What follows belongs to an exercise in optimizing a design on an open flow for small area; a production flow would make more cautious choices. The RTL was checked by simulation tests, not by an equivalence proof against the original design. The flow treats the clock pin as an ideal source, which a real chip does not have. No activity file was given, so power comes from the tool's default toggle rates.

==> flow/design.v (excerpt) <==
module deframer #(
    parameter MAX_LEN = 128                    
) (
    input  wire                   clk,
    input  wire                   rst,             
    input  wire                   in_vld,
    input  wire                   in_bit,
    input  wire [15:0]            cfg_sync,
    input  wire                   cfg_has_crc,
    input  wire                   cfg_check_crc,
    input  wire [15:0]            cfg_poly,
    output reg                    ev_valid,
    output reg  [1:0]             ev_kind,         
    output wire                   ev_ok,
    output wire [7:0]             ev_len,
    output wire [8*MAX_LEN-1:0]   ev_data,         
    output wire [15:0]            ev_crc_calc,
    output wire [15:0]            ev_crc_recv
);
    localparam [1:0] ST_SEARCH  = 2'd0,
                     ST_LENGTH  = 2'd1,
                     ST_PAYLOAD = 2'd2,
                     ST_TRAILER = 2'd3;
    localparam [1:0] K_PACKET = 2'd0,
                     K_CRC_MISMATCH = 2'd1,
                     K_ALLOC_FAIL = 2'd2;
    reg  [1:0]  st;
    reg  [15:0] sr;            
    reg  [2:0]  bcnt;          
    reg  [6:0]  kcnt;          
    reg  [7:0]  len;
    reg  [15:0] crc;           
    reg  [8*MAX_LEN-1:0] pbuf;
    wire [15:0] shifted   = {sr[14:0], in_bit};
    wire        byte_end  = (bcnt == 3'd7);
    wire [7:0]  kcnt_inc  = {1'b0, kcnt} + 8'd1;
    wire        last_byte = (kcnt_inc == len);
    wire        verify_en = cfg_has_crc & cfg_check_crc;
    wire        match = ev_valid ? ({15'd0, in_bit} == cfg_sync)
  ...
For scale: ~1,100 I/O pins.
clock: 10.0 ns
lec_check: 0
cap_margin: 20
core_area: 2.3 2.72 457.7 147.28
die_area: 0 0 460 150
slew_margin: 20
standard.sh (not shown) runs the stock make flow with config.mk's settings and CLKGATE_MAP_FILE= SYNTH_SCRIPT=/design/flow/synth_recipe.tcl, a recipe that flattens the netlist after the stock synthesis.
==> flow/flow/run.sh <==
#!/bin/bash
# Standard ORFS layout (the standard.sh), with the port buffers made
# from the smallest buffer cell and clock tree options set explicitly.
set -euo pipefail
bash standard.sh \
  'BUFFER_PORTS_ARGS=-buffer_cell sky130_fd_sc_hd__buf_1' \
  'CTS_ARGS=-sink_clustering_enable -repair_clock_nets -dont_use_dummy_load -buf_list sky130_fd_sc_hd__clkbuf_4 -root_buf sky130_fd_sc_hd__clkbuf_16' \
  finish > flow_standard.log 2>&1
==> next run, changes <==
==> flow/run.sh (new file) <==
#!/bin/bash
# synth_recipe.tcl (not shown) runs the flow's synth.tcl, then flattens the netlist and writes it again
# the make line also repeats each setting of config.mk as NAME=value (left out here)
make -C /OpenROAD-flow-scripts/flow DESIGN_CONFIG=/design/flow/config.mk WORK_HOME=/design/flow/orfs CLKGATE_MAP_FILE= SYNTH_SCRIPT=/design/flow/synth_recipe.tcl finish
Settings changed: CORE_AREA 2.3 2.72 457.7 147.28 to default, CORE_MARGIN from default to 2, CORE_UTILIZATION from default to 40, DIE_AREA 0 0 460 150 to default.
removed: flow/flow/run.sh
removed: flow/standard.sh
What happened: Now the flow never finished: it broke off in I/O pin placement (3_2_place_iop) on PPL-0024. Area after synthesis stays the same. Synthesized cell count is unchanged.
==> next run, changes <==
Settings changed: CORE_AREA from default to 2.3 2.72 457.7 147.28, CORE_MARGIN 2 to default, CORE_UTILIZATION 40 to default, DIE_AREA from default to 0 0 460 150.
The new run went through all stages and came out clean.
Area after synthesis does not change.
Synthesized cell count stays the same.

========
The RTL this note starts from:
==> flow/design.v <==
module deframer #(
    parameter MAX_LEN = 128                    
) (
    input  wire                   clk,
    input  wire                   rst,             
    input  wire                   in_vld,
    input  wire                   in_bit,
    input  wire [15:0]            cfg_sync,
    input  wire                   cfg_has_crc,
    input  wire                   cfg_check_crc,
    input  wire [15:0]            cfg_poly,
    output reg                    ev_valid,
    output wire [1:0]             ev_kind,         
    output wire                   ev_ok,
    output wire [7:0]             ev_len,
    output wire [8*MAX_LEN-1:0]   ev_data,         
    output wire [15:0]            ev_crc_calc,
    output wire [15:0]            ev_crc_recv
);
    localparam [1:0] ST_SEARCH  = 2'd0,
                     ST_LENGTH  = 2'd1,
                     ST_PAYLOAD = 2'd2,
                     ST_TRAILER = 2'd3;
    reg  [1:0]  st;
    reg  [15:0] sr;            
    reg  [2:0]  bcnt;          
    reg  [6:0]  kcnt;          
    reg  [7:0]  len;
    reg  [15:0] crc;           
    reg         mism;          
    reg  [8*MAX_LEN-1:0] pbuf;
    wire [15:0] shifted   = {sr[14:0], in_bit};
    wire        byte_end  = (bcnt == 3'd7);
    wire [7:0]  kcnt_inc  = {1'b0, kcnt} + 8'd1;
    wire        last_byte = (kcnt_inc == len);
    wire        verify_en = cfg_has_crc & cfg_check_crc;
    wire        match = ev_valid ? ({15'd0, in_bit} == cfg_sync)
                                 : (shifted == cfg_sync);
    wire [15:0] crc_next = {crc[14:0], 1'b0} ^ (cfg_poly & {16{crc[15] ^ in_bit}});
    wire        step  = in_vld & ~rst;
    wire        pay   = (st == ST_PAYLOAD);
    wire        stb   = step & byte_end;
    wire        wr    = stb & pay;
    wire [7:0]  even_byte = kcnt[0] ? shifted[15:8] : shifted[7:0];
    wire [15:0] pair_data = {shifted[7:0], even_byte};
    genvar k;
    generate
        for (k = 0; k < MAX_LEN / 2; k = k + 1) begin : g_pair
            wire sel  = pay & (kcnt[6:1] == k);
            wire hold = ~sel;
            wire load = sel & stb;
            always @(posedge clk)
                pbuf[16*k +: 16] <= (pbuf[16*k +: 16] & {16{hold}})
                                  | (pair_data & {16{load}});
        end
    endgenerate
    assign ev_data     = pbuf;
    assign ev_len      = len;
    wire   alloc_fail  = (len > MAX_LEN);
    assign ev_kind     = {alloc_fail, mism};
    assign ev_ok       = ~(alloc_fail | mism);
    assign ev_crc_calc = crc;
    assign ev_crc_recv = sr;
    always @(posedge clk) begin
        if (rst) begin
            st       <= ST_SEARCH;
            sr       <= 16'd0;
            ev_valid <= 1'b0;
        end else begin
            ev_valid <= 1'b0;
            if (ev_valid && !in_vld)
                sr <= 16'd0;
            if (in_vld) begin
                case (st)
                    ST_SEARCH: begin
                        sr   <= ev_valid ? {15'd0, in_bit} : shifted;
                        bcnt <= 3'd0;
                        if (match) begin
                            crc <= 16'hFFFF;
                            st  <= ST_LENGTH;
                        end
                    end
                    ST_LENGTH: begin
                        sr   <= shifted;
                        crc  <= crc_next;
                        bcnt <= bcnt + 3'd1;
                        kcnt <= 7'd0;
                        if (byte_end) begin
                            len <= shifted[7:0];
                            if (shifted[7:0] > MAX_LEN) begin
                                ev_valid <= 1'b1;
                                mism     <= 1'b0;
                                st       <= ST_SEARCH;
                            end else if (shifted[7:0] == 8'd0) begin
                                if (cfg_has_crc) begin
                                    st <= ST_TRAILER;
                                end else begin
                                    ev_valid <= 1'b1;
                                    mism     <= 1'b0;
                                    st       <= ST_SEARCH;
                                end
                            end else begin
                                st <= ST_PAYLOAD;
                            end
                        end
                    end
                    ST_PAYLOAD: begin
                        sr   <= shifted;
                        crc  <= crc_next;
                        bcnt <= bcnt + 3'd1;
                        if (byte_end) begin
                            if (last_byte) begin
                                kcnt <= 7'd0;
                                if (cfg_has_crc) begin
                                    st <= ST_TRAILER;
                                end else begin
                                    ev_valid <= 1'b1;
                                    mism     <= 1'b0;
                                    st       <= ST_SEARCH;
                                end
                            end else begin
                                kcnt <= kcnt_inc[6:0];
                            end
                        end
                    end
                    default: begin  
                        sr   <= shifted;
                        bcnt <= bcnt + 3'd1;
                        if (byte_end) begin
                            kcnt[0] <= 1'b1;
                            if (kcnt[0]) begin
                                ev_valid <= 1'b1;
                                mism     <= verify_en && crc != shifted;
                                st       <= ST_SEARCH;
                            end
                        end
                    end
                endcase
            end
        end
    end
endmodule
export LEC_CHECK = 0
export CAP_MARGIN = 5
export CORE_AREA = 2.3 2.72 473.7 101.28
export DIE_AREA = 0 0 476 104
export SLEW_MARGIN = 5
create_clock -name core_clock -period 10.0 [get_ports {clk}]
==> flow/flow/run.sh <==
#!/bin/bash
# Standard ORFS layout (the standard.sh) with:
#  - port buffers made from the smallest buffer cell,
#  - clock tree from clkbuf_8 leaves (up to 16 sinks) without dummy loads,
#  - leaf clock buffers with a high estimated clock-pin slew upsized
#    after CTS (flow/post_cts.tcl).
set -euo pipefail
here=$(pwd)
bash standard.sh \
  'BUFFER_PORTS_ARGS=-buffer_cell sky130_fd_sc_hd__buf_1' \
  'CTS_ARGS=-sink_clustering_enable -repair_clock_nets -dont_use_dummy_load -buf_list sky130_fd_sc_hd__clkbuf_16 -sink_clustering_size 28 -sink_clustering_max_diameter 50' \
  "POST_CTS_TCL=$here/flow/post_cts.tcl" \
  finish > flow_standard.log 2>&1
==> flow/flow/post_cts.tcl <==
# Upsize clock leaf buffers whose flip-flop clock pins have a high
# estimated slew, then legalize the placement again.
estimate_parasitics -placement
set limit 0.098
set worst [dict create]
foreach pin [all_registers -clock_pins -edge_triggered] {
  set w 0
  foreach e {rise fall} {
    foreach a {min max} {
      set s [get_property $pin slew_${a}_$e]
      if {$s > $w} { set w $s }
    }
  }
  set drv [get_pins -of_objects [get_nets -of_objects $pin] -filter "direction==output"]
  set inst [get_full_name [get_cells -of_objects $drv]]
  if {![dict exists $worst $inst] || [dict get $worst $inst] < $w} { dict set worst $inst $w }
}
set n 0
foreach inst [dict keys $worst] {
  set w [dict get $worst $inst]
  set master [get_property [get_cells $inst] ref_name]
  if {$w > $limit && $master ne "sky130_fd_sc_hd__clkbuf_16"} {
    puts "post_cts: $inst ($master) clock pin slew $w, upsized"
    replace_cell [get_cells $inst] sky130_fd_sc_hd__clkbuf_16
    incr n
  }
}
puts "post_cts: upsized $n clock buffers"
if {$n > 0} {
  detailed_placement
  check_placement -verbose
  estimate_parasitics -placement
}
The starting point ran to the end with no violations.
==> next run, changes <==
--- a/flow/flow/run.sh
+++ b/flow/flow/run.sh
@@ -9,5 +9,5 @@
 bash standard.sh \
   'BUFFER_PORTS_ARGS=-buffer_cell sky130_fd_sc_hd__buf_1' \
-  'CTS_ARGS=-sink_clustering_enable -repair_clock_nets -dont_use_dummy_load -buf_list sky130_fd_sc_hd__clkbuf_16 -sink_clustering_size 28 -sink_clustering_max_diameter 50' \
+  'CTS_ARGS=-sink_clustering_enable -repair_clock_nets -dont_use_dummy_load -buf_list sky130_fd_sc_hd__clkbuf_8 -sink_clustering_size 14 -sink_clustering_max_diameter 40' \
   "POST_CTS_TCL=$here/flow/post_cts.tcl" \
   finish > flow_standard.log 2>&1
=> Flip-flop and latch count does not change. Sequential share of layout area falls by 0.12 points. Via count rises by 1.2%. Clock-buffer cell count rises by 42. Final area hardly moves. Die area is unchanged. Clock power rises by about 2%. Combinational power hardly moves.
==> next run, changes <==
==> flow/flow/run.sh (replaced) <==
#!/bin/bash
# Standard ORFS layout (the standard.sh) with:
#  - port buffers made from the smallest buffer cell,
#  - clock tree from clkbuf_8 leaves without dummy loads,
#  - leaf clock buffers with a high estimated clock-pin slew upsized
#    after CTS (flow/post_cts.tcl).
set -euo pipefail
here=$(pwd)
bash standard.sh \
  'BUFFER_PORTS_ARGS=-buffer_cell sky130_fd_sc_hd__buf_1' \
  'CTS_ARGS=-sink_clustering_enable -repair_clock_nets -dont_use_dummy_load -buf_list sky130_fd_sc_hd__clkbuf_8 -sink_clustering_size 20 -sink_clustering_max_diameter 40' \
  "POST_CTS_TCL=$here/flow/post_cts.tcl" \
  finish > flow_standard.log 2>&1
--- a/flow/flow/post_cts.tcl
+++ b/flow/flow/post_cts.tcl
@@ -2,5 +2,5 @@
 # estimated slew, then legalize the placement again.
 estimate_parasitics -placement
-set limit 0.098
+set limit 0.108
 set worst [dict create]
 foreach pin [all_registers -clock_pins -edge_triggered] {
Settings changed: CAP_MARGIN 5 to 20, CORE_AREA 2.3 2.72 473.7 101.28 to 2.3 2.72 463.7 117.28, DIE_AREA 0 0 476 104 to 0 0 466 120, SLEW_MARGIN 5 to 20.
Sequential cell count does not change.
Utilization fell by 9.9 points.
Wire length rose slightly.
Cell count rose slightly.
Via count fell by a few percent.
==> next run, changes <==
==> flow/flow/run.sh (replaced) <==
#!/bin/bash
# Standard ORFS layout (the standard.sh) with:
#  - port buffers made from the smallest buffer cell,
#  - clock tree from clkbuf_8 leaves (up to 16 sinks) without dummy loads,
#  - leaf clock buffers with a high estimated clock-pin slew upsized
#    after CTS (flow/post_cts.tcl).
set -euo pipefail
here=$(pwd)
bash standard.sh \
  'BUFFER_PORTS_ARGS=-buffer_cell sky130_fd_sc_hd__buf_1' \
  'CTS_ARGS=-sink_clustering_enable -repair_clock_nets -dont_use_dummy_load -buf_list sky130_fd_sc_hd__clkbuf_8 -sink_clustering_size 16 -sink_clustering_max_diameter 50' \
  "POST_CTS_TCL=$here/flow/post_cts.tcl" \
  finish > flow_standard.log 2>&1
--- a/flow/flow/post_cts.tcl
+++ b/flow/flow/post_cts.tcl
@@ -2,5 +2,5 @@
 # estimated slew, then legalize the placement again.
 estimate_parasitics -placement
-set limit 0.108
+set limit 0.098
 set worst [dict create]
 foreach pin [all_registers -clock_pins -edge_triggered] {
Settings changed: CORE_AREA 2.3 2.72 463.7 117.28 to 2.3 2.72 473.7 101.28, DIE_AREA 0 0 466 120 to 0 0 476 104.
Critical path depth does not change.
Die area came out lower by 11%.
Final area came out lower by 0.66%.
Wire length came out lower by 1.2%.
Worst hold slack hardly moves.
Cell count came out lower by 1.1%.
Register-to-register slack improved by 60 ps.
Total power came out lower by 1.7%.
==> next run, changes <==
==> flow/flow/run.sh (replaced) <==
#!/bin/bash
# Standard ORFS layout (the standard.sh) with:
#  - port buffers made from the smallest buffer cell,
#  - clock tree from clkbuf_8 leaves without dummy loads,
#  - leaf clock buffers with a high estimated clock-pin slew upsized
#    after CTS (flow/post_cts.tcl).
set -euo pipefail
here=$(pwd)
bash standard.sh \
  'BUFFER_PORTS_ARGS=-buffer_cell sky130_fd_sc_hd__buf_1' \
  'CTS_ARGS=-sink_clustering_enable -repair_clock_nets -dont_use_dummy_load -buf_list sky130_fd_sc_hd__clkbuf_8 -sink_clustering_size 18 -sink_clustering_max_diameter 50' \
  "POST_CTS_TCL=$here/flow/post_cts.tcl" \
  finish > flow_standard.log 2>&1
--- a/flow/flow/post_cts.tcl
+++ b/flow/flow/post_cts.tcl
@@ -2,5 +2,5 @@
 # estimated slew, then legalize the placement again.
 estimate_parasitics -placement
-set limit 0.098
+set limit 0.115
 set worst [dict create]
 foreach pin [all_registers -clock_pins -edge_triggered] {
Settings changed: CORE_AREA 2.3 2.72 473.7 101.28 to 2.3 2.72 467.7 107.28, DIE_AREA 0 0 476 104 to 0 0 470 110.
Via count hardly moves.
Worst setup slack improves by 140 ps.
Hold slack is about the same.
Area after synthesis does not change.
Global-route usage falls by 2.2 points.
Power falls by 4.4%.
Final area falls by 0.53%.

-- port drivers added, routing unchanged --
The flow's constraints put no driver on any port. The routed layouts listed below were extracted and timed again, unchanged, in two steps.
Step 1: set_driving_cell puts a clkbuf_16 on clk and a buf_2 on each other input, an assumption about the parent block.
Step 2 also shifts input and output timing later by t, the mid clock arrival at the registers, as if the neighbouring blocks saw the same clock.
Slacks: ideal ports / drivers / drivers and shift; pairs: ideal ports / drivers.
run | t (ns) | setup slack, ns | worst slew at a driven data input, ns
the first run of note 1 | 0.755 | 5.799 / 5.789 / 5.034 | 0.14
the third run of note 1 | 0.726 | 5.460 / 5.422 / 4.696 | 0.18
the first run of note 2 | 0.673 | 5.886 / 5.809 / 5.421 | 0.08
the second run of note 2 | 0.765 | 5.795 / 5.723 / 5.386 | 0.08
the third run of note 2 | 0.855 | 5.944 / 5.871 / 5.158 | 0.06
the fourth run of note 2 | 0.781 | 5.788 / 5.712 / 5.380 | 0.08
the fifth run of note 2 | 0.759 | 5.927 / 5.968 / 5.209 | 0.06
After both steps setup and hold are still met in every run listed. For the third run of note 2, which loses most, drivers alone change the setup slack by -0.073 ns; drivers and shift together by -0.786 ns.
